From an optimization exercise on the open Yosys and OpenROAD flow, aimed at small area, a short achievable clock period and few clock cycles; shortcuts taken in it are not production practice.
In this exercise RTL edits were held to simulation tests only and were not proved equivalent to the original.
Power is estimated from default activity; no workload was simulated.

--- design/flow/design.v ---
module fpga_disp_next (
  input  wire        rdy,
  input  wire [2:0]  st,
  input  wire        cs,
  input  wire        rst_l,
  input  wire        sclk,
  input  wire        set0,
  input  wire [8:0]  cnt,
  input  wire        aux,
  input  wire        intn,
  input  wire        redraw,
  input  wire        fb_we,
  input  wire [14:0] fb_addr,
  input  wire [7:0]  fb_data,
  output reg         rdy_i,
  output reg  [2:0]  st_i,
  output reg         set0_i,
  output reg  [8:0]  cnt_i,
  output reg         intn_i,
  output reg         redraw_i,
  output reg         we_i,
  output reg  [14:0] addr_i,
  output reg  [7:0]  data_i,
  output wire        stall_b,       
  output reg  [2:0]  st_b,
  output reg  [8:0]  cnt_b,
  output wire        aux_b,
  output reg         intn_b,
  output wire        we_b,
  output wire        cs_fall,       
  output wire        sclk_inc,      
  output wire        sclk_hit,      
  output wire [5:0]  scnt_inc,
  output wire        rst_fall,      
  output wire        rst_rise       
);
  localparam [4:0] C_SKIP = 5'd28,    
                   C_SET0 = 5'd23,    
                   C_SET1 = 5'd31;    
  localparam [14:0] A_TOP = 15'd25308;
  wire [4:0] cls   = fb_addr[4:0];    
  wire [5:0] scnt  = fb_addr[12:7];   
  wire       s_prog  = st == 3'd0;
  wire       s_cmd   = st == 3'd1;
  wire       s_param = st == 3'd2;
  wire       s_scene = st == 3'd3;
  wire       s_line  = st == 3'd4;
  wire       s_data  = st == 3'd5;
  wire       s_fill  = st[2:1] == 2'b11;
  wire [7:0] d = fb_data;             
  wire [7:0] exp_c =
    (cls == 5'd0) ? "D" :
    (cls == 5'd1) ? "a" :
    (cls == 5'd2) ? "t" :
    (cls == 5'd3) ? "e" :
    (cls == 5'd4) ? ":" :
    (cls == 5'd5) ? " " :
    (cls == 5'd6) ? "D" :
    (cls == 5'd7) ? "e" :
    (cls == 5'd8) ? "c" :
    (cls == 5'd9) ? " " :
    (cls == 5'd10) ? "1" :
    (cls == 5'd11) ? "0" :
    (cls == 5'd12) ? " " :
    (cls == 5'd13) ? "2" :
    (cls == 5'd14) ? "0" :
    (cls == 5'd15) ? "1" :
    (cls == 5'd16) ? "4" :
    (cls == 5'd17) ? " " :
    (cls == 5'd18) ? "0" :
    (cls == 5'd19) ? "8" :
    (cls == 5'd20) ? ":" :
    (cls == 5'd21) ? "3" :
    (cls == 5'd22) ? "0" :
    8'h00;
  reg [4:0] cls_n;
  always @(*) begin
    cls_n = cls;
    if (cls < 5'd23) begin
      if (d == 8'h00) cls_n = (cls < 5'd5) ? 5'd0 : C_SET1;
      else if (d == exp_c) cls_n = cls + 5'd1;    
      else cls_n = (cls < 5'd5) ? C_SKIP : C_SET1;
    end else if (cls == C_SKIP && d == 8'h00) begin
      cls_n = 5'd0;
    end
  end
  wire [8:0] cnt_inc = cnt + 9'd1;
  wire       col_end = cnt[7:0] == 8'd172;    
  wire       fresh   = aux && s_data;
  wire [7:0] adj_col = fresh ? ((d < 8'd148) ? d : 8'd0) : s_scene ? 8'd0 : fb_addr[7:0];
  wire [14:0] a_adj  = A_TOP + adj_col + (!fresh && !s_scene);
  always @(*) begin
    rdy_i    = rdy;
    st_i     = st;
    set0_i   = set0;
    cnt_i    = cnt;
    intn_i   = intn;
    redraw_i = redraw;
    we_i     = 1'b0;
    addr_i   = fb_addr;
    data_i   = fb_data;
    if (fb_we || fresh || s_scene)
      addr_i = (col_end || fresh || s_scene) ? a_adj : fb_addr - 15'd148;
    if (s_prog && aux)
      addr_i[4:0] = cls_n;
    if (s_prog && !rdy) begin
      rdy_i        = 1'b1;
      intn_i       = 1'b1;
      cnt_i        = 9'd0;
      addr_i[12:7] = 6'd0;
      addr_i[4:0]  = 5'd0;
    end
    if (s_prog || (s_cmd && aux))
      set0_i = cls == C_SET0;
    if (!rdy && s_cmd) begin
      rdy_i  = 1'b1;
      intn_i = 1'b1;
      if (set0) begin
        if (d == 8'h01) begin st_i = 3'd2; cnt_i = 9'd0; end
        else if (d == 8'h04) st_i = 3'd3;
        else begin intn_i = 1'b0; st_i = 3'd1; end
      end else begin
        if (d == 8'h00) ;
        else if (d == 8'h01) st_i = 3'd4;
        else if (d == 8'h02) begin redraw_i = 1'b1; intn_i = 1'b0; st_i = 3'd1; end
        else begin intn_i = 1'b0; st_i = 3'd1; end
      end
    end
    if (!rdy && s_scene) begin
      intn_i = 1'b0;
      st_i   = 3'd1;
      if (d[7:2] == 6'd0) begin
        st_i     = (d[1:0] == 2'd1) ? 3'd7 : 3'd6;
        redraw_i = 1'b1;
        we_i     = 1'b1;
        data_i   = (d[1:0] == 2'd2) ? 8'h30 : (d[1:0] == 2'd3) ? 8'h0C : 8'h00;
        cnt_i    = 9'd1;
      end else begin
        rdy_i = 1'b1;
      end
    end
    if (s_fill) begin
      we_i = 1'b1;
      if (col_end)
        cnt_i = {(fb_addr[7:0] >= 8'd49) && (fb_addr[7:0] <= 8'd96), 8'd1};
      else
        cnt_i[7:0] = cnt_inc[7:0];
      if (st[0])
        data_i = (cnt[8] && cnt[7:0] >= 8'd62 && cnt[7:0] <= 8'd109) ? 8'hFC : 8'h00;
      if (fb_addr == 15'd295) begin               
        rdy_i = 1'b1;
        st_i  = 3'd1;
      end
    end
  end
  wire trig = cnt[7:0] == 8'd188;
  assign stall_b = cs && (s_cmd || s_scene);
  assign aux_b   = cs && ((s_prog && !cnt[8] && cnt[8:1] != 8'd0) || s_line);
  assign we_b    = cs && s_data && !trig && cnt[7:0] < 8'd172;
  always @(*) begin
    st_b   = st;
    cnt_b  = cnt;
    intn_b = intn;
    if (cs) begin
      case (st)
        3'd0:  if (!cnt[8]) cnt_b = cnt_inc;
        3'd2: begin
          if (cnt[1:0] == 2'd3) begin intn_b = 1'b0; st_b = 3'd1; end
          else cnt_b = cnt_inc;
        end
        3'd4: begin
          cnt_b  = 9'd240;
          st_b   = 3'd5;
          intn_b = 1'b1;
        end
        3'd5: begin
          if (trig) begin
            st_b   = 3'd4;
            intn_b = 1'b0;
          end else begin
            cnt_b = cnt_inc;
          end
        end
        default: ;
      endcase
    end
  end
  assign cs_fall  = cs && !s_prog;
  assign sclk_inc = !sclk && !cs && s_prog;
  assign sclk_hit = sclk_inc && scnt == 6'd19;        
  assign scnt_inc = {scnt[4:0], ~(scnt[5] ^ scnt[4])};
  assign rst_fall = rst_l;
  assign rst_rise = !rst_l;
endmodule
module fpga_disp_ctrl (
  input  wire        clk,
  input  wire        rst,        
  input  wire        ev_valid,
  output wire        ev_ready,
  input  wire [2:0]  ev_type,
  input  wire [7:0]  ev_data,
  output reg         intn,
  output reg         cdone,
  output reg         redraw,
  output reg         fb_we,
  output reg  [14:0] fb_addr,
  output reg  [7:0]  fb_data
);
  reg        rdy;           
  reg [2:0]  st;
  reg        cs, rst_l, sclk;
  reg        set0;          
  reg [8:0]  cnt;
  reg        aux;
  assign ev_ready = rdy;
  wire        rdy_i, set0_i, intn_i, redraw_i, we_i;
  wire [2:0]  st_i, st_b;
  wire [8:0]  cnt_i, cnt_b;
  wire [14:0] addr_i;
  wire [7:0]  data_i;
  wire        stall_b, aux_b, intn_b, we_b;
  wire        cs_fall, sclk_inc, sclk_hit, rst_fall, rst_rise;
  wire [5:0]  scnt_inc;
  fpga_disp_next u_next (
    .rdy(rdy), .st(st), .cs(cs), .rst_l(rst_l), .sclk(sclk), .set0(set0),
    .cnt(cnt), .aux(aux), .intn(intn), .redraw(redraw), .fb_we(fb_we),
    .fb_addr(fb_addr), .fb_data(fb_data),
    .rdy_i(rdy_i), .st_i(st_i), .set0_i(set0_i), .cnt_i(cnt_i), .intn_i(intn_i),
    .redraw_i(redraw_i), .we_i(we_i), .addr_i(addr_i), .data_i(data_i),
    .stall_b(stall_b), .st_b(st_b), .cnt_b(cnt_b), .aux_b(aux_b), .intn_b(intn_b),
    .we_b(we_b),
    .cs_fall(cs_fall), .sclk_inc(sclk_inc), .sclk_hit(sclk_hit), .scnt_inc(scnt_inc),
    .rst_fall(rst_fall), .rst_rise(rst_rise)
  );
  wire acc  = ev_valid && rdy;
  wire b0   = ev_data[0];
  wire e_b  = acc && ev_type == 3'd0;                   
  wire e_c0 = acc && ev_type == 3'd1 && !b0 && cs_fall;  
  wire e_s  = acc && ev_type == 3'd2;                   
  wire e_s1 = e_s && b0 && sclk_inc;                    
  wire e_r  = acc && ev_type == 3'd3;                   
  wire e_r0 = e_r && !b0 && rst_fall;                   
  wire e_r1 = e_r && b0 && rst_rise;                    
  wire e_n  = acc && ev_type == 3'd4;                   
  always @(posedge clk) begin
    if (rst) begin
      rdy    <= 1'b0;           
      st     <= 3'd0;
      cs     <= 1'b0;
      rst_l  <= 1'b0;
      sclk   <= 1'b0;
      cdone  <= 1'b0;
      redraw <= 1'b0;
      fb_we  <= 1'b0;
    end else begin
      rdy    <= !e_r0 && rdy_i && !(e_b && stall_b);
      st     <= e_r0 ? 3'd0 :
                (e_c0 || (e_s1 && sclk_hit)) ? 3'd1 :
                e_b ? st_b : st_i;
      if (acc && ev_type == 3'd1) cs <= b0;
      if (e_r) rst_l <= b0;
      if (e_s) sclk <= b0;
      cdone  <= (e_s1 && sclk_hit) ? 1'b1 : e_r1 ? 1'b0 : cdone;
      redraw <= e_n ? 1'b0 : redraw_i;
      fb_we  <= e_b ? we_b : we_i;
    end
    cnt    <= e_b ? cnt_b : cnt_i;
    aux    <= (e_b && aux_b) || (e_s1 && sclk_hit);
    intn   <= (e_c0 || (e_s1 && sclk_hit)) ? 1'b0 : e_b ? intn_b : intn_i;
    set0   <= set0_i;
    fb_data <= rdy ? ev_data : data_i;
    fb_addr[14:13] <= addr_i[14:13];
    fb_addr[12:7]  <= e_s1 ? scnt_inc : addr_i[12:7];
    fb_addr[6:0]   <= addr_i[6:0];
  end
endmodule
--- design/flow/flow/run.sh ---
#!/bin/bash
# Layout flow: the standard ORFS flow (standard.sh: ORFS synthesis with
# synth_recipe.tcl, floorplan, power grid, tap cells, placement, CTS, routing),
# with these changes, all passed to make as VAR=value:
#  - synthesis runs synth_recipe.tcl through flow/synth_abc.tcl, which only
#    swaps ABC's mapping script for flow/area.abc (an area-oriented mapping;
#    the flip-flops are mapped before ABC and stay as synth_recipe.tcl maps them);
#  - ADDER_MAP_FILE is empty, so adders are left to ABC as plain gates;
#  - the port buffers are plain buffers (buffer_ports -buffer_cell);
#  - any further settings in flow/extra.env, one VAR=value per line.
# make's full output goes to orfs_flow.log here; ORFS writes each step's log
# under orfs/logs/.
set -euo pipefail
here=$(pwd)
export FLOW_SYNTH_TCL="$here/synth_recipe.tcl"
export FLOW_ABC_SCRIPT="$here/flow/area.abc"
extra=("SYNTH_SCRIPT=$here/flow/synth_abc.tcl" "ADDER_MAP_FILE="
       "BUFFER_PORTS_ARGS=-buffer_cell sky130_fd_sc_hd__buf_2")
if [[ -f flow/extra.env ]]; then
  while IFS= read -r line; do
    [[ -z "$line" || "$line" == \#* ]] && continue
    extra+=("$line")
  done < flow/extra.env
fi
bash standard.sh "${extra[@]}" finish > "$here/orfs_flow.log" 2>&1
--- design/flow/flow/area.abc ---
strash
dch -f
map -a
strash
dch -f
map -a
strash
dch -f
map -D 1600
topo
dnsize
--- design/flow/flow/extra.env ---
SETUP_SLACK_MARGIN=5.3
BUFFER_PORTS_ARGS=-buffer_cell sky130_fd_sc_hd__buf_1
--- design/flow/flow/synth_abc.tcl ---
# The standard flow's synthesis script (synth_recipe.tcl, unchanged), with the ABC
# technology-mapping script replaced by the one in FLOW_ABC_SCRIPT. ABC maps
# only the combinational logic; the flip-flops are mapped before it.
proc abc {args} {
  set i [lsearch -exact $args -script]
  if {$i >= 0 && [info exists ::env(FLOW_ABC_SCRIPT)]} {
    lset args [expr {$i + 1}] $::env(FLOW_ABC_SCRIPT)
  }
  yosys abc {*}$args
}
source $::env(FLOW_SYNTH_TCL)
--- design/flow/standard.sh ---
#!/bin/bash
# synth_recipe.tcl (not shown) runs the flow's synth.tcl, then flattens the netlist and writes it again
# the make line also repeats each setting of config.mk as NAME=value (left out here)
make -C /OpenROAD-flow-scripts/flow DESIGN_CONFIG=/design/flow/config.mk WORK_HOME=/design/flow/orfs CLKGATE_MAP_FILE= SYNTH_SCRIPT=/design/flow/synth_recipe.tcl "${@:-finish}"
--- design/flow/config.mk ---
export PLATFORM = sky130hd
export DESIGN_NAME = fpga_disp_ctrl
export DESIGN_NICKNAME = fpga_disp_ctrl
export VERILOG_FILES = /design/flow/design.v
export SDC_FILE = /design/flow/constraint.sdc
export NUM_CORES = 4
export LEC_CHECK = 0
export ABC_AREA = 1
export CAP_MARGIN = 20
export CORE_MARGIN = 2
export CORE_UTILIZATION = 40
export CTS_BUF_LIST = sky130_fd_sc_hd__clkbuf_8
export SETUP_SLACK_MARGIN = 5
export SLEW_MARGIN = 20
export SYNTH_HIERARCHICAL = 1
export SYNTH_MINIMUM_KEEP_SIZE = 0
--- design/flow/constraint.sdc ---
create_clock -name core_clock -period 8.0 [get_ports {clk}]
set_input_delay 1.6000 -clock core_clock [delete_from_list [all_inputs] [get_ports {clk}]]
set_output_delay 1.6000 -clock core_clock [all_outputs]
set_load 0.01 [all_outputs]
==> results of run 1 <==
==> layout by cell type (no fill, tap or decap), types with 14 or more instances in the layout <==
cell type	netlist	final
clkinv_1	90	76
dfxtp_1	45	35
o22ai_1	15	14
o21ai_0	51	49
nand2_1	136	129
nor2_1	85	70
a21oi_1	48	46
buf_1	1	40
nor3_1	24	20
==> power groups by stage <==
| stage | combinational (W) | sequential, W | clock, W |
|---|---|---|---|
| 3_3_place_gp | 0.0000403 | 0.000243 | 0 |
| 2_1_floorplan | 0.0000231 | 0.000243 | 0 |
| 5_1_grt | 0.0000490 | 0.000238 | 0.000162 |
| 3_5_place_dp | 0.0000410 | 0.000243 | 0 |
| 4_1_cts | 0.0000421 | 0.000238 | 0.000155 |
| 6_report | 0.0000444 | 0.000237 | 0.000151 |
==> cell type report <==
class                   instances  area, um2  area share, %
well taps                     105        131           3.18
flip-flops and latches         45        923           22.4
repair buffers                 50        223           5.39
clock buffers                   5       68.8           1.67
clock inverters                 3       21.3          0.515
multi-input cells             442       2400           58.0
inverters                      90        367           8.88
==> logic make-up after synthesis <==
kind of cell	share of synthesized area, %
AND/OR/NAND/NOR	32.5
AO/OA/AOI/OAI	26.3
XOR/XNOR	1.53
buffers and inverters	11.2
multiplexers	2.29
flip-flops	26.2
==> per-stage QoR <==
step,setup WS [ns],hold WS [ns]
global placement,4.59,0.448
CTS,5.29,0.473
floorplan,5.26,0.434
detailed placement,4.55,0.458
global route,5.15,0.497
finish,5.32,0.482
==> timing repair <==
action,in CTS,in global routing
gates resized for setup,28,46
buffers inserted,1,7
setup endpoints to repair,32,36
pin swaps,1,4
==> metal layers <==
layer | vias to the layer above | wire (um) | GRT usage, % | share of wire, %
met5 | - | 0 | 0 | 0
met4 | 0 | 506 | 12.0 | 4.4
met3 | 38 | 567 | 3.18 | 4.9
met2 | 164 | 5510 | 40.9 | 48
met1 | 1885 | 4980 | 30.0 | 43
li1 | 2089 | - | - | -
==> per-module statistics from Yosys (local to each module, per instance) <==
module          copies in the design  cells
fpga_disp_next                     1    429
fpga_disp_ctrl                     1    155
==> synth_stat cells <==
library cell and n:
o311ai_0 1, a32oi_1 1, mux2_2 7, a211oi_1 5, o21ai_0 51, a22oi_1 5, buf_4 6, o2111ai_1 1
o221a_2 1, a41oi_1 2, nand2_1 136, or2_2 4, a221oi_1 1, nand3_1 12, o2111a_1 1, xor2_1 6
buf_1 1, nor3b_1 1, a31oi_1 11, nor4_1 7, dfxtp_1 45, o31ai_1 5, nand4_1 5, nor3_1 24
o32ai_1 4, a21oi_1 48, nor2_1 85, a21boi_0 2, a311oi_1 1, o22ai_1 15, clkinv_1 90
==> state kept, by name, summed over array words and instances, names as in the netlist, 3 cells and up <==
register,cells
fb_data,8
st,3
cnt,9
fb_addr,15
==> how the worst max path moves through the flow <==
stage | slack [ns] | end
floorplan | 5.26 | st[1]
global placement | 4.59 | fb_addr[12]
detailed placement | 4.55 | fb_addr[12]
CTS | 5.29 | fb_addr[12]
global route | 5.15 | fb_addr[7]
finish | 5.32 | fb_addr[7]
==> run summary, run 1 <==
- The run finished with no timing, DRC or antenna violations.
- The cell area that synthesis handed to floorplanning was 3440 um2.
- The number of slew-limit violations in the final report is 0.
- The worst hold path belongs to the class reg2reg.
- The length of the first detailed-routing pass in iterations is 5.
- After synthesis, the largest area contributor takes up 26.2% of total cell area.
- The beginning of the critical path is fb_addr[7].
- The worst register-to-register path has a setup slack of 5.38 ns.
- For the worst-skew pair, the clock arrives at the later sink with an insertion delay of 0.31 ns.
- In this run the core area contains 33 standard-cell rows.
- The detailed-route vias per instance is approximately 5.6.
- The final core utilization is 50.0%.
- The overall power of the completed layout is 0.000432 W.
- For this run, design rule violations remaining after detail routing come to 0.
- Setup violations remaining at the end of the flow were counted as 0.
- A synthesized cell averages between 5 and 6 um2.
- The last weighted congestion value of the routability-driven placer is 0.968.
- The number of nets produced by synthesis is 598.
- The net count reported at finish is about 650.
- The floorplan step set the die width to 96.7 um.
- The combinational group share of total power is 10.3%.
- The fraction of final layout cells sized beyond drive strength 1 is 14.3%.
- The global router's overall resource usage is between 20% and 30%.
- The relative slew slack is 55.8%.
- The number of levels in the clock H-tree is 2.
- In this run, placement finished with an instance count of 724.
- The deepest clock path buffer count is 2.
- The number of global-route vias before repair came to roughly 4000.
- The initial antenna violation count is 0.
- The final wirelength is 11600 um.
- The cell sitting at the root of the clock tree is a clkbuf_8.
- In this run, CTS created clock tree buffers numbering 5.
- For this design the total switching power over the nets is about 0.00013 W.
- The count of hold-fix buffers inserted at cts is 0.
- The worst min-delay path startpoint is sclk.
- The number of sinks on the clock net is 45.
- The number of synthesized register bits is 45.
- For this run, the number of standard cells in the final layout without fillers is between 700 and 800.
- The cell type contributing the most total cell area after synthesis is dfxtp_1.
- The overall die height is between 90 and 100 um.
- The detailed router placed between 4000 and 5000 vias in this run.
- Yosys mapped the design onto 31 distinct sky130hd cell types.
- The number of nets with antenna violations after routing is 0.
- The worst setup path category is reg2out.
- Yosys printed 8 warnings.
- In this run switching power makes up 29.2% of total power.
- The startpoint class of the critical path is a flip-flop.
- The transition time at the pin with the least slew margin is 0.657 ns.
- In this run the number of cells on the critical path is 1.
- Setup repair after global routing could not meet its margin everywhere.
- The biggest cell delay along the critical path is 0.56 ns.
- The layout-stage area growth over the synthesis result is 20.0%.
- The I/O pin count is 42.
- The max-cap check violation count is 0.
- The slowest cell on the critical path is dfxtp_1.
- The number of hold violations in the final report was 0.
- The sink of the worst hold path is sclk.
- The critical path goes through buf_1.
- After routing the design area is 4130 um2.
- The peak fanout along the critical path is 8.
- Sorting the synthesized cells by area gives the leading types as dfxtp_1 (26%), nand2_1 (15%), clkinv_1 (9.8%).
- The worst hold path was traced through 2 stages.
- Clock skew on the completed layout was measured at between 0.004 and 0.005 ns.
- The launching point of the worst reg2reg path is st[1].
- The fraction of power consumed by the clock network is 34.9%.
- The wire length per cell after detailed routing is approximately 16 um.
- Synthesis produced 584 cells.
- The areal power density over the cells is approximately 100 nW/um2.
- The endpoint identified for the worst register-to-register timing path is fb_addr[7].
- The half-perimeter wire length after detailed placement is 8890 um.
- For this configuration, the core starts out at a cell density of between 40% and 50%.
- The area of the die is 9360 um2.
- The core region is just over 8000 um2.
- The critical path endpoint category is a primary output.
- Port buffering added 41 buffers.
- The fraction of power consumed by sequential logic is 54.8%.
- The critical path data required time is 6.40 ns.
- The internal power contribution is around 0.00031 W.
- The total inserted antenna cells is 0.
- The global-route wire length before repair is 19000 um.
- Among cell families on the critical path, the largest total delay comes from flip-flops.
- Data arrives at the worst endpoint at about 1.1 ns.
- The shortest clock period the worst path allows after layout is approximately 2.7 ns.
- Summing all placed instances gives a cell area of 3750 um2.
- The number of buffers and inverters on the critical path is 1.
- The maximum vdd drop is about 0.068 mV.
- The DRC marker count from the first detailed-route iteration is just over 200.
- Adding up every negative setup slack in the final design gives 0 ns.
- TritonCTS built the clock tree.
- The fraction of the cycle the final worst path needs is 33.5%.
- The share of synthesized area occupied by flip-flops and latches is 26.2%.
- The aggregate global routing overflow is 0.
- Timing would allow up to 373 MHz.
- The analysis attributes to cell leakage a power of 1.48 nW.
- The filler cells instantiated in the layout total 898.
- Entering global routing, the biggest net connects 17 pins.
- For the worst flop-to-flop path, the logic depth is 18.
- Clock-pin slew was measured on the worst setup and hold paths at 0.09 ns.
Testbench counts, summed over its fixed seeds: cycles 661,407.
==> run 2, diff against run 1 <==
==> design/flow/flow/area.abc (replaced) <==
strash
dch -f
map -a
strash
dch -f
map -a
strash
dch -f
map -a
topo
dnsize
==> run summary, run 2 <==
- The flow ran to the end and the layout has no timing, DRC or antenna violations.
- The endpoint of the worst-slack reg-to-reg timing path is fb_addr[1].
- Once the floorplan was initialized, standard cells occupied 41.6% of the core.
- The combinational group share of total power is 9.2%.
- The transition time at the pin with the least slew margin is 0.762 ns.
- The placed instances occupy a cell area of 3760 um2.
- The number of global-route vias before repair is 3772.
- Dividing the detail-routed via count by the number of cells gives 5.50.
- Dividing the synthesized area by the synthesized cell count gives 5.83 um2.
- Walking the worst path, the cells encountered are buf_1.
- The sink of the worst hold path is sclk.
- Data arrives at the worst endpoint at 1.02 ns.
- The initial antenna violation count is 0.
- The peak fanout along the critical path is 15.
- The pre-CTS worst setup slack is 4.70 ns.
- The number of cells on the worst reg-to-reg path is 12.
- The number of nets produced by synthesis is 606.
- For flop-to-flop paths, the worst setup slack is 5.43 ns.
- The largest registers in the layout are fb_addr: 15 flops, cnt: 9 flops, fb_data: 8 flops.
- The number of slew-limit violations in the final report came to 0.
- The setup TNS after final layout is 0 ns.
- Counting I/O delays and the setup requirement, the final critical path takes 2.62 ns.
- Of the total synthesized cell area, the portion taken by XOR and XNOR cells is 2.03%.
- The share of synthesized area in the top cell type comes to about a quarter.
- Compared with the post-synthesis result, the final layout area differs by 21.0%.
- Summing the sequential cell areas from Yosys gives 26.1% of the chip area.
- The count of endpoints failing setup in the final report is 0.
- For this run, the detailed router's first-pass iteration total came to 5.
- The final setup skew is 0.00893 ns.
- The category of cells accounting for the largest share of critical-path delay is flip-flops.
- Cells with a size suffix above 1 make up between 10% and 20% of the layout.
- In the post-synthesis netlist, the biggest area contributors are dfxtp_1 (26%), nand2_1 (14%), clkinv_1 (11%).
- Setup repair after global routing could not meet its margin everywhere.
- The switching component of the power is about 0.00013 W.
- The worst hold path passes through 2 cells.
- TritonCTS built the clock tree.
- The global-route wire length before repair is 18500 um.
- Pin placement for this block handled 42 I/O pins.
- The commonest non-fill, non-tap cell in the layout is nand2_1.
- The fraction of power consumed by the clock network is 36.0%.
- In this run, flip-flops and latches consume 54.8% of the power.
- The post-route cell area is 4180 um2.
- The cell row count is 33.
- Across the VDD grid, the largest voltage drop is 0.0717 mV.
- After synthesis, the share of flip-flops with an asynchronous set or reset is 0%.
- The total clock buffers created by CTS is 5.
- The horizontal die dimension is roughly 97 um.
- In this run the most critical hold path is launched from sclk.
- For the worst setup path, the data required time is 6.40 ns.
- Cell internal power was estimated by the tool at 0.000306 W.
- The placeable core area is 8300 um2.
- Input and output buffers added on the ports amount to between 40 and 50.
- Among all flip-flop cells after synthesis, the most frequent one is dfxtp_1.
- In the layout the commonest cells are nand2_1 (118), clkinv_1 (80), nor2_1 (73), a21oi_1 (47), o21ai_0 (47).
- The startpoint class of the critical path is a flip-flop.
- The die covers 9390 um2.
- The biggest cell delay along the critical path is 0.53 ns.
- The largest net degree at the start of global routing is 17.
- The final wirelength is approximately 11000 um.
- In the post-synthesis netlist, the cell with the most instances is nand2_1.
- On the critical path, the stage with the largest delay is an instance of dfxtp_4.
- Across the run, the number of max-cap violations was 0.
- Synthesis produced 592 cells.
- Clock tree synthesis found a total of 45 sinks.
- More flip-flops sit in one register than any other, and that register is fb_addr.
- The detail route stage leaves a number of antenna-violating nets equal to 0.
- In this run the critical register-to-register path is launched from fb_addr[3].
- The tree is rooted in a clkbuf_8.
- The path class of the tightest hold or removal check is reg2reg.
- The overall die height is slightly below 100 um.
- In this run the tightest slew margin relative to its limit is 48.8%.
- In this run the deepest clock path goes through 2 buffers.
- Summed over all cells, the static leakage comes to 1.55 nW.
- The number of synthesis warnings is 8.
- The final critical path takes up 32.8% of the cycle.
- The number of enable flip-flop cells after synthesis is 0.
- STA classifies the critical path endpoint as a primary output.
- The final layout contains 664 nets.
- The global router's overall resource usage is 23.6%.
- The cell type contributing the most total cell area after synthesis is dfxtp_1.
- Of the total synthesized cell area, the portion taken by full adders, half adders and majority gates is 0%.
- In this run, synthesis produced a sequential element count of between 40 and 50.
- Setup slack closes at 5.38 ns.
- The number of remaining DRC errors is 0.
- Clock-pin slew was measured on the worst setup and hold paths at 0.10 ns.
- The number of hold violations in the final report is 0.
- Of the total synthesized cell area, the portion taken by AND, OR, NAND and NOR gates is 32.1%.
- In the synthesized netlist, mux cells make up 2.28% of the area.
- The last weighted congestion value of the routability-driven placer is 0.992.
- Based on the critical path, the design can be clocked at up to approximately 380 MHz.
- The largest family of logic cells by synthesized area is simple AND/OR/NAND/NOR gates.
- The number of different library cells in the post-synthesis netlist is 30.
- Across all hold checks on the routed design, the worst slack comes to 0.472 ns.
- The switching part of the total is 29.6%.
- The register with the most flip-flops in the layout has 15 of them.
- The half-perimeter wire length after detailed placement is 8730 um.
- The critical path is of the reg2out type.
- The total overflow left after global routing is 0.
- The wire length per cell after detailed routing is 15.1 um.
- Together, buffers and inverters on the worst path number 1.
- The commonest cells after synthesis are nand2_1 (125), clkinv_1 (102), nor2_1 (99).
- The final route contains 4161 vias.
- The areal power density over the cells is 104 nW/um2.
- The DRC marker count from the first detailed-route iteration is around 280.
- The number of levels in the clock H-tree is 2.
- The post-synthesis instance area is around 3500 um2.
- The total inserted antenna cells is 0.
- The clock insertion delay at the later pin of the skew report is 0.31 ns.
- The complex-gate fraction of the synthesized area is 25.0%.
-- run 2: power groups by stage --
stage / logic [W] / clock network (W) / registers [W]
finish: 0.0000401 / 0.000157 / 0.000238
floorplan: 0.0000226 / 0 / 0.000244
detailed placement: 0.0000383 / 0 / 0.000245
CTS: 0.0000390 / 0.000159 / 0.000239
global route: 0.0000446 / 0.000170 / 0.000239
global placement: 0.0000380 / 0 / 0.000245
-- run 2: timing repair --
action,CTS,global route
hold buffers,0,0
resized for setup,42,44
endpoints found under the setup margin,31,36
pin swaps,5,7
setup buffers,3,14
-- run 2: per-stage QoR --
step | util [%] | total power [W] | std cells
global route | 50.3 | 0.000453 | 756
finish | 50.3 | 0.000435 | 756
CTS | 47.8 | 0.000438 | 742
floorplan | - | 0.000266 | 592
detailed placement | 45.3 | 0.000283 | 731
global placement | 45.3 | 0.000283 | 731
-- run 2: area by class of cell --
class	instances	area [um2]
Clock inverter	3	25.0
Timing Repair Buffer	58	283
Inverter	102	415
Multi-Input combinational cell	438	2320
Tap cell	105	131
Sequential cell	45	936
Clock buffer	5	68.8
Fill cell	881	4120
-- run 2: logic make-up after synthesis --
logic type | after synthesis
xor+xnor | 8
buf+inv | 109
mux | 7
simple gates | 274
flops | 45
compound gates | 149
-- run 2: per-module statistics from Yosys (local to each module, per instance) --
module          area, um2  times used  cells inside  flip-flops and latches
fpga_disp_ctrl       1400           1           155                      45
fpga_disp_next       2050           1           437                       0
-- run 2: layer usage --
metal / share of wire, % / GRT usage (%) / vias up
met5: 0 / 0 / -
met4: 2.2 / 6.72 / 0
met3: 5.6 / 3.25 / 29
met2: 48 / 40.0 / 155
met1: 45 / 31.2 / 1883
li1: - / - / 2094
-- run 2: worst register-to-register path, stage by stage (launching register included) --
cell and delay (ns):
dfxtp_4 0.43, clkinvlp_4 0.15, nor3_1 0.25, clkinv_1 0.10, nor2_1 0.13, nor2_1 0.06
nand2_1 0.08, xor2_1 0.08, nor4_2 0.34, nand4_1 0.24, o31ai_1 0.28, a21oi_1 0.10
o221a_2 0.23
-- run 2: worst max-delay path by stage --
stage,start,end,slack [ns],cells past startpoint
6_report,rdy,ev_ready,5.38,1
4_1_cts,fb_data[0],fb_data[0],5.30,1
3_5_place_dp,ev_type[0],fb_we,4.70,6
2_1_floorplan,ev_valid,st[1],5.26,11
5_1_grt,fb_addr[3],fb_addr[14],5.19,18
3_3_place_gp,fb_addr[1],fb_addr[3],4.74,15
==> run 3, diff against run 2 <==
==> design/flow/flow/area.abc (replaced) <==
strash
dch -f
map -D 1500
strash
dch -f
map -D 1500
strash
dch -f
map -D 1500
topo
dnsize
==> run summary, run 3 <==
- The run finished with no timing, DRC or antenna violations.
- The share of the synthesized area in the top cell type is 25.7%.
- By count the netlist is led by nand2_1 (130), clkinv_1 (87), nor2_1 (86).
- By instance count, the cell type seen most on the critical path is buf_4.
- The post-synthesis instance area is 3500 um2.
- In the layout the commonest cells are nand2_1 (122), clkinv_1 (75), nor2_1 (70), o21ai_0 (45), a21oi_1 (44).
- The pre-antenna-repair detailed-routing pass consisted of 5 iterations.
- The relative slew slack is about 51%.
- The share of synthesized area occupied by flip-flops and latches is 25.7%.
- From synthesis to final layout, the design area changed by 23.5%.
- The worst setup path is captured at a primary output.
- The biggest cell delay along the critical path is 0.42 ns.
- The number of flip-flops under the largest register name is 15.
- The number of levels in the clock H-tree is 2.
- The post-placement cell count is about 730.
- Derived from the worst setup path, the maximum achievable clock frequency is 366 MHz.
- The fraction of final layout cells sized beyond drive strength 1 is 17.1%.
- The tree is rooted in a clkbuf_8.
- The total clock buffers created by CTS is 5.
- The critical path data required time is 6.40 ns.
- The number of hold violations in the final report is 0.
- Entering global routing, the biggest net connects 17 pins.
- The register containing the most flip-flops in the final layout is fb_addr.
- Of the available clock period, the critical path in the final layout requires 34.2%.
- Among all cell types in the netlist, the one instantiated most often is nand2_1.
- The critical path goes through buf_4, buf_4, clkbuf_2.
- Setup repair after global routing could not meet its margin everywhere.
- For this design, the slowest cell found on the critical path is dfxtp_4.
- For this block, the via count after detailed routing is 4478.
- Setup violations remaining at the end of the flow were counted as 0.
- The placed cell area is 3810 um2.
- For the pin with the worst max-slew slack, the measured transition is around 0.74 ns.
- The largest registers in the layout are fb_addr: 15 flops, cnt: 9 flops, fb_data: 8 flops.
- The final setup skew is 0.00677 ns.
- Dividing the detail-routed via count by the number of cells gives 5.83.
- The synthesized design contains 0 enable-type register cells.
- After global routing the overflow that remains totals 0.
- The initial antenna violation count is 0.
- The first global-routing pass estimated roughly 19000 um of wire.
- TritonCTS built the clock tree.
- The reg2reg setup slack is 5.36 ns.
- The final core utilization is 50.3%.
- The maximum vdd drop is 0.0745 mV.
- The post-route cell area is 4320 um2.
- The area of the die is between 9000 and 10000 um2.
- The clock period could shrink to approximately 2.7 ns.
- In this run, post-CTS hold repair placed 0 buffers.
- The total area inside the core boundary comes to 8590 um2.
- The initialized floorplan defines 34 standard-cell rows.
- The storage element area is 932 um2.
- Summed over all instances, the cell type with the most area after synthesis is dfxtp_1.
- The repair_antennas step left the layout with diodes totalling 0.
- The max-cap check violation count is 0.
- The min-delay analysis places its worst path in the category reg2reg.
- Once detail routing completed, the nets flagged for antenna violations numbered 0.
- At the worst endpoint, the arrival time is 1.13 ns.
- The prevailing post-synth register cell is dfxtp_1.
- The average size of a mapped cell is 5.93 um2.
- The number of buffers and inverters on the critical path is 3.
- The global router's overall resource usage is around a quarter.
- In this run, the number of DRC markers left after iteration 0 of detailed routing was ~270.
- The fill cell total of the finished layout is around 940.
- After clock tree synthesis, the clock-pin slew on the worst setup and hold paths is 0.10 ns.
- After synthesis, the share of flip-flops with an asynchronous set or reset is 0%.
- The number of buffers inserted by port buffering is between 40 and 50.
- The floorplan step set the die height to 97.5 um.
- Of all nets on the critical path, the largest fanout is 9.
- The synthesized netlist contains 34 unique library cells.
- The areal power density over the cells is 101 nW/um2.
- In the routed design, unresolved DRC markers number 0.
- The area occupied by multi-input gates is 2440 um2.
- The net count reported at finish is 673.
- In the post-synthesis netlist, the biggest area contributors are dfxtp_1 (26%), nand2_1 (14%), clkinv_1 (9.3%).
- The setup TNS after final layout is 0 ns.
- The finished layout holds 768 standard cells, fillers aside.
- The number of nets produced by synthesis is between 600 and 700.
- The number of global-route vias before repair is 3938.
- The I/O pin count is 42.
- The number of standard cells after synthesis is 590.
- The number of synthesis warnings is 8.
- The commonest non-fill, non-tap cell in the layout is nand2_1.
- The worst setup path category is reg2out.
- The category of cells accounting for the largest share of critical-path delay is flip-flops.
- The number of slew-limit violations in the final report is 0.
- The horizontal die dimension is a little under 100 um.
- The last weighted congestion value of the routability-driven placer is 0.933.
- The startpoint class of the critical path is a flip-flop.
- After synthesis the netlist holds a flip-flop and latch count of 45.
- The deepest clock path buffer count is 2.
- Once the floorplan was initialized, standard cells occupied 40.7% of the core.
- The clock net in this run drives a total of 45 sinks.
- The clock insertion delay at the later pin of the skew report is 0.31 ns.
- After detailed routing, the average wire length per cell comes to 16.1 um.
- In this run the static leakage power is 1.56 nW.
- The HPWL after detailed placement is 8900 um.
- After detailed routing, the total wire length is 12400 um.
==> run 3: area by class of cell <==
| cell class | instances | area share (%) |
|---|---|---|
| repair buffers | 69 | 8.43 |
| flip-flops and latches | 45 | 21.6 |
| inverters | 87 | 8.22 |
| clock buffers | 5 | 1.59 |
| multi-input cells | 451 | 56.5 |
| well taps | 108 | 3.13 |
| clock inverters | 3 | 0.579 |
==> run 3: path summary, 6_finish.rpt <==
check	start	endpoint	cells past startpoint
worst max-delay path	fb_addr[2]	fb_addr[2]	3
worst min-delay path	cdone	cdone	2
worst max register to register	st[0]	fb_addr[7]	16
worst min register to register	cdone	cdone	2
==> run 3: kinds of logic (layout without fill, tap and decap cells) <==
group / after synthesis / count (layout) / synth area share (%)
simple gates: 288 / 288 / 34.4
compound gates: 150 / 150 / 25.4
buf+inv: 94 / 164 / 10.7
flops: 45 / 45 / 25.7
mux: 7 / 7 / 2.25
xor+xnor: 6 / 6 / 1.50
==> run 3: Yosys stat by module, one instance, submodules excluded <==
module	flops+latches	times used
fpga_disp_next	0	1
fpga_disp_ctrl	45	1
==> run 3: power by group <==
group	internal (W)	switching, W	leakage [nW]
clock	0.0000634	0.0000949	0.0447
sequential	0.000226	0.0000110	0.373
combinational	0.0000157	0.0000255	1.14
==> run 3: through the flow <==
step / power [W] / setup WS, ns / hold slack (ns)
after CTS: 0.000441 / 5.29 / 0.477
after global placement: 0.000283 / 4.72 / 0.455
final: 0.000437 / 5.27 / 0.476
after global routing: 0.000453 / 5.18 / 0.516
after floorplan: 0.000266 / 5.26 / 0.434
after detailed placement: 0.000283 / 4.64 / 0.462
==> run 3: repair_timing <==
item | CTS | global route
gates resized for setup | 27 | 45
setup endpoints to repair | 35 | 25
buffers inserted | 3 | 24
pin swaps | 2 | 8
==> run 3: per-layer routing <==
metal / track usage, % / vias up / wire (um)
met5: 0 / - / 0
met4: 9.72 / 0 / 400
met3: 2.66 / 34 / 812
met2: 40.7 / 213 / 5900
met1: 31.6 / 2059 / 5270
li1: - / 2172 / -
==> run 3: tightest hold or removal path: stages (launching register included) <==
cell and delay (ns):
dfxtp_1 0.33, nand2_1 0.06, a21oi_1 0.05
==> run 4, diff against run 3 <==
==> design/flow/flow/area.abc (replaced) <==
strash
dch -f
map -a
strash
dch -f
map -a
strash
dch -f
map -D 1500
topo
dnsize
==> design/flow/flow/extra.env (replaced) <==
SETUP_SLACK_MARGIN=5.4
BUFFER_PORTS_ARGS=-buffer_cell sky130_fd_sc_hd__buf_1
==> run summary, run 4 <==
- The most used standard cell by instance count after synthesis is nand2_1.
- The largest registers in the layout are fb_addr: 15 flops, cnt: 9 flops, fb_data: 8 flops.
- Max-cap violations in this run came to 0.
- The effective utilization at floorplan is 41.5%.
- The maximum vdd drop is 0.0742 mV.
- At the later pin of the worst-skew pair, clock insertion delay measures 0.31 ns.
- The number of global-route vias before repair is 3923.
- For this design the ratio of total power to cell area is 105 nW/um2.
- In the final routed layout, each cell accounts on average for 15.3 um.
- The share of the synthesized area in the top cell type is 26.3%.
- By area the synthesized netlist is led by dfxtp_1 (26%), nand2_1 (17%), clkinv_1 (9.2%).
- After synthesis, the share of flip-flops with an asynchronous set or reset is 0%.
- The aggregate global routing overflow is 0.
- For this design, the sink count on the clock tree is 45.
- After detailed routing, the number of remaining DRC violations is 0.
- The I/O pin count is 42.
- The cell leakage power is 1.47 nW.
- Routed signal wires occupy layers up through met4.
- The maximum frequency from static timing analysis is 392 MHz.
- Wires add up to 11300 um.
- In the detailed route, the total length drawn on met2 is 5550 um.
- Across all hold checks on the routed design, the worst slack comes to 0.469 ns.
- Clock tree synthesis selected as its root buffer the cell clkbuf_8.
- After the last flow step, the layout net total stands at around 650.
- The CTS tree is yes.
- The placeable core area is between 8000 and 9000 um2.
- The cell type contributing the most total cell area after synthesis is dfxtp_1.
- The number of hold violations in the final report is 0.
- The initial antenna violation count is 0.
- Routability-driven placement finished with a final weighted congestion of approximately 1.
- The number of synthesis warnings is 8.
- The top cell types in the final layout, fill and taps aside, are nand2_1 (144), clkinv_1 (74), nor2_1 (60), o21ai_0 (47), a21oi_1 (46).
- The floorplan step set the die width to 96.6 um.
- The DRC marker count from the first detailed-route iteration is 290.
- The number of standard cells after synthesis is 583.
- Of the cells placed in the final design, the portion with a size suffix greater than 1 is 13.9%.
- For this block, the via count after detailed routing is 4198.
- The final core utilization is 49.3%.
- The fraction of power consumed by sequential logic is 55.4%.
- The critical path goes through buf_1.
- The min-delay analysis places its worst path in the category reg2reg.
- When the netlist entered floorplanning its net count stood at 597.
- The register with the most flip-flops in the layout has 15 of them.
- The share of the Yosys chip area taken by registers is 26.3%.
- The number of levels in the clock H-tree is 2.
- The layout-stage area growth over the synthesis result is 18.7%.
- The deepest clock path buffer count is 2.
- Yosys mapped a number of flops with a built-in enable equal to 0.
- The number of slew-limit violations in the final report is 0.
- The internal power contribution is 0.000306 W.
- The fraction of the cycle the final worst path needs is a little under a third.
- The mapped netlist covers 3430 um2.
- The number of synthesized register bits is 45.
- Detailed placement ended at an HPWL of 8630 um.
- For the worst setup path, the data arrival time is 0.95 ns.
- The repair_antennas step left the layout with diodes totalling 0.
- The total clock buffers created by CTS is 5.
- The average size of a mapped cell is 5.88 um2.
- The length of the first detailed-routing pass in iterations is 5.
- The number of different library cells used by synthesis comes to 30.
- Setup repair after global routing could not meet its margin everywhere.
- The flow ran to the end and the layout has no timing, DRC or antenna violations.
- In the final timing run, aggregate negative setup slack is 0 ns.
- The startpoint class of the critical path is a flip-flop.
- The cell row count is 33.
- Dividing the detail-routed via count by the number of cells gives 5.69.
- The clock slew at the register clock pins of the worst setup and hold paths is about 0.09 ns.
- The number of buffers inserted by port buffering is 41.
- The overall die height is a little under 100 um.
- Entering global routing, the biggest net connects 17 pins.
- Measured against its own limit, the worst slew margin works out to about 57%.
- Counting both buffers and inverters, the worst setup path holds a total of 1.
- The critical path endpoint category is a primary output.
- For the worst setup path, the data required time is 6.40 ns.
- The slowest cell on the critical path is dfxtp_1.
- fb_addr holds more flip-flops than any other register.
- The die covers 9330 um2.
- Once detail routing completed, the nets flagged for antenna violations numbered 0.
- The global router's overall resource usage is 24.9%.
- The routed length on met3 is slightly below 600 um.
- The detailed-routing wirelength on met1 is 4790 um.
- Net switching is 28.4% of the power.
- The category of cells accounting for the largest share of critical-path delay is flip-flops.
- The global-route wire length before repair is 18200 um.
- The fraction of power consumed by the clock network is 34.0%.
- The prevailing post-synth register cell is dfxtp_1.
- The largest single stage delay on the critical path is between 0.4 and 0.5 ns.
- Setup violations remaining at the end of the flow were counted as 0.
- The shortest clock period the worst path allows after layout is 2.55 ns.
- The transition time at the pin with the least slew margin is ~0.64 ns.
- The worst setup path category is reg2out.
- The share of total power dissipated in combinational logic is a little over a tenth.
- The commonest non-fill, non-tap cell in the layout is nand2_1.
- The final setup skew is roughly 0.010 ns.
- For this design the total switching power over the nets is 0.000121 W.
- Sorting the synthesized cells by how often they occur yields nand2_1 (152), clkinv_1 (84), nor2_1 (75).
- Along the worst path, the maximum fanout reaches 6.
run 4: repair_timing:
item / 4_1_cts / 5_1_grt
hold buffers: 0 / 0
setup buffers: 4 / 3
endpoints found under the setup margin: 41 / 43
pin swaps: 1 / 3
gates cloned: 0 / 0
gates resized for setup: 32 / 37
run 4: area by class of cell:
cell class / count / area, um2
Clock buffer: 5 / 68.8
Clock inverter: 3 / 18.8
Fill cell: 883 / 4190
Inverter: 84 / 338
Multi-Input combinational cell: 447 / 2350
Sequential cell: 45 / 927
Tap cell: 105 / 131
Timing Repair Buffer: 49 / 231
run 4: modules after synthesis, one instance, submodules excluded:
module          area (um2)  flops+latches  copies in the design
fpga_disp_ctrl        1400             45                     1
fpga_disp_next        2030              0                     1
run 4: worst register-to-register path: cells and delay by family (launching register included):
kind	cells	cell delay (ns)
DFF	1	0.36
buffers and inverters	1	0.11
and+or+nand+nor	12	1.40
AOI/OAI and AO/OA	4	0.54
run 4: worst paths after layout:
path	from	endpoint	slack [ns]	cells past startpoint
hold reg to reg	sclk	sclk	0.47	2
setup reg to reg	st[1]	fb_addr[7]	5.49	17
hold / removal	sclk	sclk	0.47	2
setup / recovery	fb_addr[6]	fb_addr[6]	5.45	1
run 4: layer usage:
metal	GRT usage [%]	up-vias
met2	42.5	147
met4	9.04	0
li1	-	2082
met3	3.72	31
met5	0	-
met1	31.8	1938
run 4: per-stage QoR:
stage	instances	total power, W	setup slack (ns)	instance area (um2)
CTS	735	0.000433	5.40	3940
detailed placement	723	0.000284	4.69	3740
floorplan	583	0.000267	5.26	3500
finish	738	0.000427	5.45	4070
global route	738	0.000447	5.27	4070
global placement	723	0.000284	4.72	3740
run 4: logic make-up after synthesis:
| group | share of synthesized area [%] |
|---|---|
| AO/OA/AOI/OAI | 25.3 |
| XOR/XNOR | 1.28 |
| buffers and inverters | 10.6 |
| flip-flops | 26.3 |
| multiplexers | 2.30 |
| AND/OR/NAND/NOR | 34.2 |
run 4: power by group through the flow:
stage	Combinational [W]	Clock, W	Sequential, W
global route	0.0000498	0.000159	0.000238
floorplan	0.0000235	0	0.000243
global placement	0.0000410	0	0.000242
CTS	0.0000439	0.000152	0.000237
finish	0.0000454	0.000145	0.000237
detailed placement	0.0000416	0	0.000243
==> run 5, diff against run 4 <==
==> design/flow/flow/extra.env (replaced) <==
SETUP_SLACK_MARGIN=5.4
BUFFER_PORTS_ARGS=-buffer_cell sky130_fd_sc_hd__buf_1
SKIP_INCREMENTAL_REPAIR=1
==> run summary, run 5 <==
- The flow ran to the end and the layout has no timing, DRC or antenna violations.
- STA puts the critical path data arrival time at just under 3 ns.
- The minimum setup slack in the final design is 5.28 ns.
- Of all nets on the critical path, the largest fanout is 9.
- In this run the static leakage power is around 1.4 nW.
- The cell row count is 33.
- The pre-CTS worst setup slack is 4.69 ns.
- Derived from the worst setup path, the maximum achievable clock frequency is 368 MHz.
- Leaving out fill and tap cells, the most frequent cells in the layout are nand2_1 (146), clkinv_1 (78), nor2_1 (67), o21ai_0 (49), a21oi_1 (46).
- Across every metal layer, demand over resource in global routing totals 24.9%.
- The slowest stage of the critical path belongs to the cell dfxtp_2.
- In the final timing run, aggregate negative setup slack is 0 ns.
- In the synthesized netlist, the cells that appear most often are nand2_1 (152), clkinv_1 (84), nor2_1 (75).
- The startpoint class of the critical path is a flip-flop.
- The last weighted congestion value of the routability-driven placer is about 0.99.
- The clock arrives with 0.0115 ns of skew.
- The clock slew at the register clock pins of the worst setup and hold paths is approximately 0.090 ns.
- The aggregate global routing overflow is 0.
- The initial antenna violation count was 0.
- The areal power density over the cells is 108 nW/um2.
- The fraction of the cycle the final worst path needs is 34.0%.
- The max-cap check violation count is 0.
- STA classifies the critical path endpoint as a flip-flop.
- The commonest non-fill, non-tap cell in the layout is nand2_1.
- Setup violations remaining at the end of the flow were counted as 0.
- The cell type contributing the most total cell area after synthesis is dfxtp_1.
- The relative slew slack is 57.4%.
- The total inserted antenna cells is 0.
- The CTS tree is yes.
- The share of synthesized area occupied by flip-flops and latches is 26.3%.
- The largest net degree at the start of global routing is 17.
- STA puts the critical path data required time at 8.26 ns.
- The number of nets produced by synthesis is between 500 and 600.
- At the later pin of the worst-skew pair, clock insertion delay measures between 0.3 and 0.4 ns.
- The final route contains 4167 vias.
- In this run, the number of DRC markers left after iteration 0 of detailed routing was 277.
- The wire length per cell after detailed routing is 15.2 um.
- The I/O pin count is 42.
- In the post-synthesis netlist, the biggest area contributors are dfxtp_1 (26%), nand2_1 (17%), clkinv_1 (9.2%).
- Of all flip-flops after synthesis, the portion carrying an async set or reset was 0%.
- The number of buffers and inverters on the critical path is 2.
- The worst setup path is of the reg2reg kind.
- The number of different library cells in the post-synthesis netlist is 30.
- The largest registers in the layout are fb_addr: 15 flops, cnt: 9 flops, fb_data: 8 flops.
- The worst hold path begins at sclk.
- The number of levels in the clock H-tree is 2.
- The number of slew-limit violations in the final report is 0.
- The number of clock buffers added by TritonCTS is 5.
- For the pin with the worst max-slew slack, the measured transition is 0.633 ns.
- The number of buffers inserted by port buffering is ~40.
- The global-route wire length before repair is 18200 um.
- The post-synthesis instance area is between 3000 and 4000 um2.
- The startpoint identified for the worst register-to-register timing path is st[0].
- The area growth from synthesis to layout is 14.8%.
- More flip-flops sit in one register than any other, and that register is fb_addr.
- The detailed-route vias per instance is ~5.7.
- The number of remaining DRC errors is 0.
- During synthesis, Yosys emitted a total of 8 warnings.
- The number of global-route vias before repair came to 3923.
- For this configuration, the core starts out at a cell density of about two fifths.
- Before antenna repair, the detailed router went through 5 iterations.
- The number of sinks on the clock net is 45.
- The area of the die is 9330 um2.
- IR analysis of the VDD net gives a maximum drop of between 0.07 and 0.08 mV.
- The final layout contains routed wiring with a total length of roughly 11000 um.
- The most numerous cell type found on the critical path is nand2_1.
- The number of flip-flops under the largest register name is 15.
- In this run the worst hold path is classified as reg2reg.
- After filler insertion, the fill cell instance count of the layout stands at 909.
- The share of the synthesized area in the top cell type is 26.3%.
- In this run the worst setup path begins at st[0].
- The number of enable flip-flop cells after synthesis is 0.
- In this design, the stage delay of the slowest critical-path cell is 0.42 ns.
- The wire-length estimate of the detail-placed layout is 8630 um.
- After floorplanning, the core was sized to cover 8260 um2.
- For this run, the post-layout net count is 643.
- The number of instances resized during post-cts repair is 32.
- The die is around 97 um tall.
- Post-CTS timing repair inserted 4 buffers for setup.
- The number of standard cells after synthesis is 583.
- The number of hold violations in the final report came to 0.
- Of the cells placed in the final design, the portion with a size suffix greater than 1 is 9.68%.
- The most used standard cell by instance count after synthesis is nand2_1.
- The category of cells accounting for the largest share of critical-path delay is simple AND/OR/NAND/NOR gates.
- The horizontal die dimension is ~97 um.
- Hold repair after CTS inserted 0 buffers.
- The tree is rooted in a clkbuf_8.
- In this run the mean area of a mapped cell was 5.88 um2.
- The signal on the critical path passes through clkinv_2, nor2_2, nand2_1, nand2_4, clkinv_1, a22oi_1, nand2_1, nor2_1, nand2_1, nand2_1, nand2_1, o21ai_0, o21ai_0, a21oi_1, nand2_1, nand2_1.
- The shortest clock period the worst path allows after layout is about 2.7 ns.
- No sink is reached through more buffers than the 2 on the longest clock path.
- The number of nets with antenna violations after routing is 0.
- Synthesis inferred 45 register bits.
- For this run, the leading register cell type out of synthesis is dfxtp_1.
run 5: worst paths after layout:
kind	end	slack [ns]	cells past startpoint
worst max register to register	fb_addr[7]	5.28	16
worst min register to register	sclk	0.47	2
worst min-delay path	sclk	0.47	2
worst max-delay path	fb_addr[7]	5.28	16
run 5: logic make-up after synthesis:
group                     after synthesis  synth area share [%]
DFF                                    45                  26.3
and+or+nand+nor                       286                  34.2
buffers and inverters                  91                  10.6
muxes                                   7                  2.30
xor gates and xnor gates                5                  1.28
AOI/OAI and AO/OA                     149                  25.3
run 5: power breakdown:
group	internal, W	switching [W]	total [W]	leakage (nW)
clock	0.0000605	0.0000842	0.000145	0.0416
combinational	0.0000169	0.0000268	0.0000437	1.02
sequential	0.000229	0.00000853	0.000237	0.370
run 5: final cells by class:
class                      count  area, um2  share of cell area [%]
clock buffer                   5       68.8                    1.75
clock inverter                 3       18.8                   0.477
inverter                      84        327                    8.30
multi-input combinational    447       2270                    57.6
sequential                    45        916                    23.3
tap                          105        131                    3.34
timing repair buffer          46        206                    5.25
run 5: modules after synthesis, one instance, submodules excluded:
module          copies in the design  cell area (um2)  flip-flops and latches  cells inside
fpga_disp_ctrl                     1             1400                      45           155
fpga_disp_next                     1             2030                       0           428
run 5: through the flow:
step / instances / cell area (um2) / hold slack, ns / power, W / utilization, %
2_1_floorplan: 583 / 3500 / 0.434 / 0.000267 / -
5_1_grt: 735 / 3940 / 0.505 / 0.000446 / 47.7
4_1_cts: 735 / 3940 / 0.468 / 0.000433 / 47.7
6_report: 735 / 3940 / 0.467 / 0.000426 / 47.7
3_5_place_dp: 723 / 3740 / 0.455 / 0.000284 / 45.3
3_3_place_gp: 723 / 3740 / 0.450 / 0.000284 / 45.3
run 5: metal layers:
| layer | vias up | GRT usage, % | part of all wire, % |
|---|---|---|---|
| met5 | - | 0 | 0 |
| met4 | 0 | 9.04 | 3.0 |
| met3 | 36 | 3.72 | 5.7 |
| met2 | 158 | 42.5 | 49 |
| met1 | 1895 | 31.8 | 42 |
| li1 | 2078 | - | - |
run 5: worst register-to-register path, delay by kind of cell (launching register included):
family                 cells  cell delay (ns)
AO/OA/AOI/OAI              4             0.67
buffers and inverters      2             0.31
flip-flops                 1             0.42
AND/OR/NAND/NOR           10             1.28
==> run 6, diff against run 5 <==
==> design/flow/flow/area.abc (replaced) <==
strash
dch -f
map -a
strash
dch -f
map -a
strash
dch -f
map -D 1500
topo
==> design/flow/flow/extra.env (replaced) <==
SETUP_SLACK_MARGIN=5.3
BUFFER_PORTS_ARGS=-buffer_cell sky130_fd_sc_hd__buf_1
==> run summary, run 6 <==
- The slowest cell on the critical path is dfxtp_1.
- The number of synthesized register bits is 45.
- The number of slew-limit violations in the final report came to 0.
- The total inserted antenna cells is 0.
- The setup TNS after final layout is 0 ns.
- The critical path starts at fb_addr[0].
- The prevailing post-synth register cell is dfxtp_1.
- CTS saw 45 sinks.
- The peak fanout along the critical path is 8.
- The floorplan has 33 rows.
- In the synthesized netlist, the cells that appear most often are nand2_1 (152), clkinv_1 (84), nor2_1 (75).
- The commonest non-fill, non-tap cell in the layout is nand2_1.
- Summed over all nets, the half-perimeter wirelength after detailed placement is 8640 um.
- Wires add up to approximately 11000 um.
- For the finished layout, the period the worst path requires is about 2.6 ns.
- Hold repair after CTS inserted 0 buffers.
- The flow ran to the end and the layout has no timing, DRC or antenna violations.
- The critical path endpoint category is a primary output.
- The initial utilization of the core area, before any placement, comes to between 40% and 50%.
- The number of global-route vias before repair is between 3000 and 4000.
- At the pin with the least slew margin, the transition time is around 0.72 ns.
- Headroom to the max-slew limit came out at roughly 51%.
- The aggregate global routing overflow is 0.
- The layout-stage area growth over the synthesis result is 15.5%.
- On the worst path, the slowest cell contributes a delay of between 0.5 and 0.6 ns.
- The setup path with the least slack is of type reg2out.
- The worst path arrival time is 1.04 ns.
- The tightest hold margin is 0.469 ns.
- Yosys printed 8 warnings.
- In the routed design, unresolved DRC markers number 0.
- The critical path data required time is 6.40 ns.
- For this run, asynchronously set or reset flops after synthesis account for 0%.
- The share of the synthesized area in the top cell type is 26.3%.
- The worst path uses 33.0% of the clock period.
- The post-synthesis instance area is 3430 um2.
- The average size of a mapped cell is 5.88 um2.
- The count of endpoints failing setup in the final report is 0.
- Across the run, the number of max-cap violations was 0.
- After synthesis, the netlist uses 30 different library cells.
- The number of hold violations in the final report was 0.
- Static timing analysis puts the maximum clock frequency at 379 MHz.
- After floorplanning, the core was sized to cover 8260 um2.
- In this run the vertical extent of the chip is between 90 and 100 um.
- The maximum vdd drop is 0.116 mV.
- Summed over all cells, the static leakage comes to 1.44 nW.
- The clock arrives with 0.00827 ns of skew.
- In the final layout, the registers with the most flip-flops are fb_addr: 15 flops, cnt: 9 flops, fb_data: 8 flops.
- Setup repair after global routing could not meet its margin everywhere.
- For the worst-skew pair, the clock arrives at the later sink with an insertion delay of 0.31 ns.
- The last weighted congestion value of the routability-driven placer is about 1.
- Power spread over the standard cell area amounts to 115 nW/um2.
- The total clock buffers created by CTS is 5.
- The number of enable flip-flop cells after synthesis is 0.
- In this run the remaining antenna-violating nets after routing total 0.
- The most common cell in the synthesized netlist is nand2_1.
- The category of cells accounting for the largest share of critical-path delay is flip-flops.
- Summed over all instances, the cell type with the most area after synthesis is dfxtp_1.
- The number of levels in the clock H-tree is 2.
- The number of flip-flops under the largest register name is 15.
- Entering global routing, the biggest net connects 17 pins.
- The DRC marker count from the first detailed-route iteration is approximately 300.
- The share of synthesized area occupied by flip-flops and latches is 26.3%.
- The first global-routing pass estimated around 18000 um of wire.
- The number of nets produced by synthesis is approximately 600.
- The deepest clock path buffer count is 2.
- The register containing the most flip-flops in the final layout is fb_addr.
- Walking the worst path, the cells encountered are buf_1.
- By area the synthesized netlist is led by dfxtp_1 (26%), nand2_1 (17%), clkinv_1 (9.2%).
- The horizontal die dimension is 96.6 um.
- The initial antenna violation count was 0.
- The startpoint class of the critical path is a flip-flop.
- The number of buffers and inverters on the critical path is 1.
- The clock slew at the register clock pins of the worst setup and hold paths is 0.10 ns.
- The post-route netlist has between 10% and 20% of its cells at a drive strength greater than 1.
- Counting every instance in the synthesized netlist gives slightly below 600.
- The CTS tree is yes.
- The number of buffers inserted by port buffering is 41.
- The I/O pin count is 42.
- The class of the tightest hold or removal check is reg2reg.
- The via total after detailed routing is 4191.
- The detailed-route vias per instance is 5.72.
- In this run the most critical hold path is launched from cdone.
- The area of the die is roughly 9300 um2.
- After detailed routing, the average wire length per cell comes to between 15 and 20 um.
- The overall power of the completed layout is 0.000457 W.
- The cell sitting at the root of the clock tree is a clkbuf_8.
- In the layout the commonest cells are nand2_1 (145), clkinv_1 (76), nor2_1 (62), a21oi_1 (46), o21ai_0 (46).
- The fill cell total of the finished layout is 911.
- The global router's overall resource usage is 24.6%.
- In the final design database the tool counted 641 nets.
- For this run, the detailed router's first-pass iteration total came to 6.
- The launching point of the worst reg2reg path is st[1].
## run 6: cell types whose count changed after synthesis
cell    change
and2_1      -1
and2_2      +1
## run 6: what timing repair did
item                       in CTS  in global routing
pin swaps                       1                  3
setup buffers                   0                  3
setup endpoints to repair      31                 33
resized for setup              16                 24
## run 6: path summary, 6_finish.rpt
path                                   end  cells after the start  slack [ns]
worst min register to register       cdone                      2        0.47
worst max register to register  fb_addr[7]                     17        5.43
worst max-delay path            fb_addr[0]                      1        5.36
worst min-delay path                 cdone                      2        0.47
## run 6: area by class of cell
class,count,area [um2],area share (%)
Multi-Input combinational cell,447,2300,58.0
Tap cell,105,131,3.32
Clock buffer,5,68.8,1.74
Inverter,84,330,8.34
Timing Repair Buffer,44,178,4.48
Clock inverter,3,42.5,1.07
Sequential cell,45,913,23.1
## run 6: kinds of logic after synthesis
logic type                after synthesis  synth area share (%)
DFF                                    45                  26.3
AOI/OAI and AO/OA                     149                  25.3
and+or+nand+nor                       286                  34.3
buffers and inverters                  91                  10.6
muxes                                   7                  2.30
xor gates and xnor gates                5                  1.28
## run 6: modules after synthesis (local to each module, per instance)
module          flip-flops and latches  copies in the design
fpga_disp_ctrl                      45                     1
fpga_disp_next                       0                     1
## run 6: metal layers
layer / wire (um) / track usage, %
met1: 4850 / 31.9
met2: 5540 / 43.1
met3: 571 / 2.48
met4: 234 / 7.39
met5: 0 / 0
## run 6: stage by stage
step                area (um2)  instances  utilization, %  setup slack (ns)
CTS                       3880        730            47.0              5.31
global route              3960        733            48.0              5.24
global placement          3730        722            45.2              4.76
floorplan                 3500        583               -              5.26
detailed placement        3730        722            45.2              4.69
finish                    3960        733            48.0              5.36
## run 6: power by group
part,switching [W],internal (W)
clock,0.0000853,0.0000927
combinational,0.0000248,0.0000156
sequential,0.0000105,0.000228
total,0.000121,0.000337
==> run 7, diff against run 6 <==
==> design/flow/flow/area.abc (replaced) <==
strash
dch -f
map -a
strash
dch -f
map -a
strash
dch -f
map -D 1500
topo
dnsize
==> run summary, run 7 <==
- The number of levels in the clock H-tree is 2.
- The number of synthesis warnings is 8.
- The filler cells instantiated in the layout total 903.
- Among all flip-flop cells after synthesis, the most frequent one is dfxtp_1.
- The worst path arrival time is 1.03 ns.
- The synthesized netlist devotes 25.3% of its cell area to compound gates.
- The relative slew slack is 57.2%.
- The peak fanout along the critical path is 15.
- In this run the clock root is driven by a clkbuf_8.
- Leaving out fill and tap cells, the most frequent cells in the layout are nand2_1 (145), clkinv_1 (75), nor2_1 (62), o21ai_0 (47), a21oi_1 (46).
- The via total after detailed routing is 4167.
- The worst-case IR drop observed on VDD is roughly 0.075 mV.
- The total inserted antenna cells is 0.
- The number of buffers and inverters on the critical path is 2.
- The area of the die is 9330 um2.
- The fraction of final layout cells sized beyond drive strength 1 is 11.0%.
- The tightest hold margin is 0.471 ns.
- The class of the tightest hold or removal check is reg2reg.
- The synthesized netlist devotes 1.28% of its cell area to XOR and XNOR gates.
- The cell family contributing the most delay on the critical path is buffers and inverters.
- The flow ran to the end and the layout has no timing, DRC or antenna violations.
- The shortest clock period the worst path allows after layout is ~2.6 ns.
- The number of flip-flops under the largest register name is 15.
- Global routing consumed, over all layers together, 24.7% of the routing resources.
- The library cell used most frequently in the layout, excluding fill and tap cells, is nand2_1.
- The launching point of the worst reg2reg path is fb_addr[3].
- Of all flip-flops after synthesis, the portion carrying an async set or reset was 0%.
- The cell type contributing the most total cell area after synthesis is dfxtp_1.
- The last weighted congestion value of the routability-driven placer is 0.987.
- In this run, post-CTS hold repair placed 0 buffers.
- The deepest clock path buffer count is 2.
- The post-placement cell count is 723.
- The final critical path takes up 32.9% of the cycle.
- The clock slew at the register clock pins of the worst setup and hold paths is 0.09 ns.
- The half-perimeter wire length after detailed placement is 8630 um.
- Traced cell by cell, the critical path runs through buf_6, buf_1.
- The average size of a mapped cell is 5.88 um2.
- From synthesis to final layout, the design area changed by 15.8%.
- Yosys mapped a number of flops with a built-in enable equal to 0.
- The number of different library cells in the post-synthesis netlist is 30.
- The number of hold violations in the final report came to 0.
- The critical path is of the reg2out type.
- For this design, the sink count on the clock tree is 45.
- The areal power density over the cells is 107 nW/um2.
- The overall power of the completed layout is around 0.00043 W.
- nand2_1 is the most common cell in the netlist.
- The number of global-route vias before repair is 3855.
- The biggest cell delay along the critical path is ~0.34 ns.
- Measured against the total synthesized area, the mux share comes to 2.30%.
- The commonest cells after synthesis are nand2_1 (152), clkinv_1 (84), nor2_1 (75).
- The initial antenna violation count was 0.
- The die is slightly below 100 um wide.
- The max-cap check violation count is 0.
- The number of slew-limit violations in the final report is 0.
- STA puts the critical path data required time at 6.40 ns.
- The core region is 8260 um2.
- The fraction of the mapped netlist area in simple logic gates is 34.2%.
- The final wirelength is 11100 um.
- STA classifies the critical path startpoint as a flip-flop.
- The detailed-route vias per instance is between 5 and 6.
- Counting flops per register, the top entry is fb_addr.
- 42 I/O pins were placed.
- Summed over its instances, the top area cell type makes up 26.3% of the synthesized netlist area.
- The slowest cell on the critical path is dfxtp_1.
- For this run, the detailed router's first-pass iteration total came to 5.
- For this run the aggregate overflow at the end of global routing stands at 0.
- For this design the static power due to leakage is 1.44 nW.
- Setup repair after global routing could not meet its margin everywhere.
- Counting every instance in the synthesized netlist gives 583.
- TritonCTS built the clock tree.
- The setup TNS after final layout is 0 ns.
- Once the floorplan was initialized, standard cells occupied 41.5% of the core.
- The largest registers in the layout are fb_addr: 15 flops, cnt: 9 flops, fb_data: 8 flops.
- The wire length per cell after detailed routing is 15.2 um.
- The later pin in the worst-skew pair is clocked with a latency of 0.31 ns.
- After floorplanning, the core was divided into 33 placement rows.
- The first global-routing pass estimated 18000 um of wire.
- The worst setup path is captured at a primary output.
- The synthesized-area fraction occupied by adder cells is 0%.
- Between clock sinks in the finished design, the worst skew comes to 0.0119 ns.
- The worst min-delay path startpoint is sclk.
- The number of remaining DRC errors is 0.
- The overall die height is about 97 um.
- The DRC marker count from the first detailed-route iteration is ~250.
- Across the whole layout, storage elements account for approximately 910 um2.
- The maximum frequency from static timing analysis is 380 MHz.
- At the pin with the least slew margin, the transition time is 0.636 ns.
- Summing all multi-input logic gate instances after layout gives 2310 um2.
- The number of synthesized register bits is 45.
- The post-route cell area is 3970 um2.
- Entering global routing, the biggest net connects 17 pins.
- The number of nets with antenna violations after routing is 0.
- By area, the combinational part of the netlist is dominated by simple AND/OR/NAND/NOR gates.
- The net count reported at finish is 643.
- The number of buffers inserted by port buffering is 41.
- The post-synthesis instance area is 3430 um2.
- The number of nets produced by synthesis is 597.
- The count of endpoints failing setup in the final report is 0.
- Yosys attributes the largest share of cell area to dfxtp_1 (26%), nand2_1 (17%), clkinv_1 (9.2%).
- The beginning of the critical path is rdy.
- The placed cell area is between 3000 and 4000 um2.
- Of the synthesized area, sequential elements account for 26.3%.
- Excluding fillers, the count of instances in the completed layout stands at 735.
- Clock tree synthesis inserted a total of 5 buffers.
## run 7: cell types whose count changed in the layout (fill, tap and decap cells not counted), sizes merged
cell,change
bufinv,-1
clkinv,-2
clkinvlp,+3
buf,+2
## run 7: final cells by class
class                   instances  share of cell area [%]
inverters                      84                    8.42
clock buffers                   5                    1.73
well taps                     105                    3.31
repair buffers                 46                    4.95
multi-input cells             447                    58.1
flip-flops and latches         45                    23.0
clock inverters                 3                   0.473
## run 7: cell families (layout without fill, tap and decap cells)
logic type | count (synthesis) | after routing
AOI/OAI and AO/OA | 149 | 149
xor gates and xnor gates | 5 | 5
buffers and inverters | 91 | 138
DFF | 45 | 45
muxes | 7 | 7
and+or+nand+nor | 286 | 286
## run 7: routing by layer
| metal | vias up | wire (um) | global-route usage, % |
|---|---|---|---|
| li1 | 2078 | - | - |
| met4 | 0 | 314 | 8.80 |
| met1 | 1937 | 4850 | 31.9 |
| met5 | - | 0 | 0 |
| met3 | 29 | 535 | 3.72 |
| met2 | 123 | 5450 | 41.6 |
## run 7: path summary, 6_finish.rpt
path	endpoint	slack (ns)	cells after the start
worst max-delay path	ev_ready	5.37	2
worst min-delay path	sclk	0.47	2
worst max register to register	fb_addr[1]	5.46	14
worst min register to register	sclk	0.47	2
## run 7: worst min-delay path, stage by stage, from the launching register on
cell     delay (ns)
dfxtp_1        0.32
nand2_1        0.06
a21oi_1        0.05
## run 7: per-stage QoR
step | worst slack, ns | util, %
3_3_place_gp | 4.72 | 45.3
6_report | 5.37 | 48.1
4_1_cts | 5.30 | 46.7
3_5_place_dp | 4.69 | 45.3
5_1_grt | 5.21 | 48.1
2_1_floorplan | 5.26 | -
## run 7: what timing repair did
| action | 4_1_cts | 5_1_grt |
|---|---|---|
| setup endpoints to repair | 30 | 36 |
| pin swaps | 1 | 1 |
| resized for setup | 12 | 31 |
| buffers inserted | 0 | 4 |
## run 7: where the power goes
| group | internal [W] | leakage, nW | switching, W |
|---|---|---|---|
| Clock | 0.0000605 | 0.0416 | 0.0000859 |
| Combinational | 0.0000161 | 1.03 | 0.0000267 |
| Sequential | 0.000229 | 0.370 | 0.00000871 |
| Total | 0.000305 | 1.44 | 0.000121 |
## run 7: modules after synthesis (local to each module, per instance)
module,cells,copies in the design,area (um2),flops+latches
fpga_disp_next,428,1,2030,0
fpga_disp_ctrl,155,1,1400,45
